What follows belongs to an exercise in optimizing a design on an open flow for small area, a short achievable clock period and few clock cycles per item; a production flow would make more cautious choices.
Only simulation tests tie the RTL to the original design; equivalence was not proved.
Power is estimated from default activity; no workload was simulated.

## run A
Design s8b_decoder, start of the top module:
module s8b_decoder (
    input  wire        clk,
    input  wire        rst,
    input  wire        in_valid,
    output wire        in_ready,
    input  wire [63:0] in_word,
    output wire        out_valid,
    input  wire        out_ready,
    output wire [31:0] out_data,
    output wire        out_last,
    output wire [5:0]  out_width,
    output wire        err
);
Size in the first run: roughly 490 cells after synthesis.
export LEC_CHECK = 0
export ABC_AREA = 1
export CAP_MARGIN = 20
export CORE_MARGIN = 2
export CORE_UTILIZATION = 55
export SETUP_SLACK_MARGIN = 4.2
export SLEW_MARGIN = 20
create_clock -name core_clock -period 7.5 [get_ports {clk}]
standard.sh (not shown) runs the stock make flow with config.mk's settings and CLKGATE_MAP_FILE= SYNTH_SCRIPT=/design/flow/synth_recipe.tcl, a recipe that flattens the netlist after the stock synthesis.
==> flow/flow/run.sh <==
#!/bin/bash
# Own layout flow: the standard ORFS flow with two changes.
#  1. Synthesis is the standard one (synth_recipe.tcl, same passes, same
#     registers); only the ABC script that maps the combinational logic to
#     cells is replaced by flow/abc.script (area-oriented mapping without the
#     buffering/upsizing passes of ORFS's script; timing is repaired later by
#     the standard flow as usual).
#     Yosys's full-adder extraction is skipped too (ADDER_MAP_FILE empty), so
#     ABC maps the adders along with the rest.
#  2. Port buffers are the smallest buffer (buf_1) instead of ORFS's default
#     pick; every port still gets its buffer, and repair upsizes them as needed.
# Each step's full output goes to a log file in this folder (and ORFS's own
# logs under orfs/logs/).
set -euo pipefail
W=$(pwd)
rm -rf "$W/scripts_own"
cp -r "$FLOW_HOME/scripts" "$W/scripts_own"
cp "$W/flow/abc.script" "$W/scripts_own/abc_area.script"
cp "$W/flow/abc.script" "$W/scripts_own/abc_speed.script"
bash standard.sh SCRIPTS_DIR="$W/scripts_own" ADDER_MAP_FILE= synth > "$W/run_synth.log" 2>&1
bash standard.sh "BUFFER_PORTS_ARGS=-buffer_cell sky130_fd_sc_hd__buf_1" finish > "$W/run_layout.log" 2>&1
==> flow/flow/abc.script <==
strash
ifraig
dc2
dc2
strash
&get -n
&dch -f
&nf -R 1000
&put
topo
Run A | status: complete | timing, DRC, antenna: pass
Testbench counts of run A, summed over its fixed seeds: cycles 25,005, items 24,576.
Input changes introduced in run B (baseline for comparison: run A):
--- a/flow/config.mk
+++ b/flow/config.mk
@@ -11,3 +11,3 @@
 export CORE_UTILIZATION = 55
-export SETUP_SLACK_MARGIN = 4.2
+export SETUP_SLACK_MARGIN = 4.0
 export SLEW_MARGIN = 20
- Between run B and run A, the combined flip-flop and latch cell area figures differ only marginally.
- Instance count on the critical path (lower): run A
- Higher fmax goes to run A over run B.
- Total routed wirelength across run B and run A: no real change.
- Run B reports a lower total leakage power than run A does.
- Sequential share of cell area of run A is on par with run B.
- Re routed wire length on met3: run A was higher than run B.
- Relative to run A, run B degrades worst setup slack.
- Hold slack: run A vs run B — no meaningful difference
- Run B: met1 wire length is about 1.2% higher than what run A reported.
Edits applied to the flow inputs when going from run B to run C:
--- a/flow/flow/run.sh
+++ b/flow/flow/run.sh
@@ -4,3 +4,3 @@
 #     registers); only the ABC script that maps the combinational logic to
-#     cells is replaced by flow/abc.script (area-oriented mapping without the
+#     cells is replaced by flow/abc.script (area-oriented mapping, after a time-limited deep AIG resynthesis, without the
 #     buffering/upsizing passes of ORFS's script; timing is repaired later by
==> flow/flow/abc.script <==
strash
ifraig
dc2
strash
&get -n
&deepsyn -T 120
&put
strash
&get -n
&dch -f
&nf -R 1000
&put
--- a/flow/config.mk
+++ b/flow/config.mk
@@ -11,3 +11,3 @@
 export CORE_UTILIZATION = 55
-export SETUP_SLACK_MARGIN = 4.0
+export SETUP_SLACK_MARGIN = 4.2
 export SLEW_MARGIN = 20
Notes after the runs:
Summary — maximum number of pins on one net before global-route repair, run C relative to run B: higher, by 6.1%. Compared with run B, run C shows a lower die area. Run C reports a higher share of final layout cell area taken by clock buffers and inverters than run B does. Taking run B as the reference, in run C worst-case setup margin in the final layout fell 0.018 ns, post-route cell area fell about 0.8%, number of nets produced by synthesis fell about 3.4%, number of gates resized after cts rose 6.

==> re-timing with driven ports <==
Ports are ideal in the flow. The routed layouts listed here were re-timed in OpenROAD.
Step 1, drivers: a clkbuf_16 drives clk and a buf_2 each remaining input, both assumed.
Step 2 moves the port delays by t, midway between the first and last clock arrival at a register: inputs arrive t later, outputs are due t later. That takes back most of the time a late clock gives input paths.
Three values: ideal, step 1, step 2; two values: the first two.
run | t (ns) | setup WS [ns] | clock arrival spread, ns | slew at the worst register clock pin (ns) | cell pins on the clock port's net
run A | 0.379 | 4.140 / 4.120 / 3.991 | 0.018 / 0.017 | 0.08 / 0.08 | 1
run B | 0.382 | 4.101 / 4.101 / 3.791 | 0.015 / 0.014 | 0.08 / 0.08 | 1
run C | 0.382 | 4.084 / 4.043 / 3.814 | 0.009 / 0.008 | 0.08 / 0.08 | 1
After both steps every run listed still meets setup and hold. For run B, which loses most, drivers alone change the setup slack by 0.000 ns; drivers and shift together by -0.310 ns.
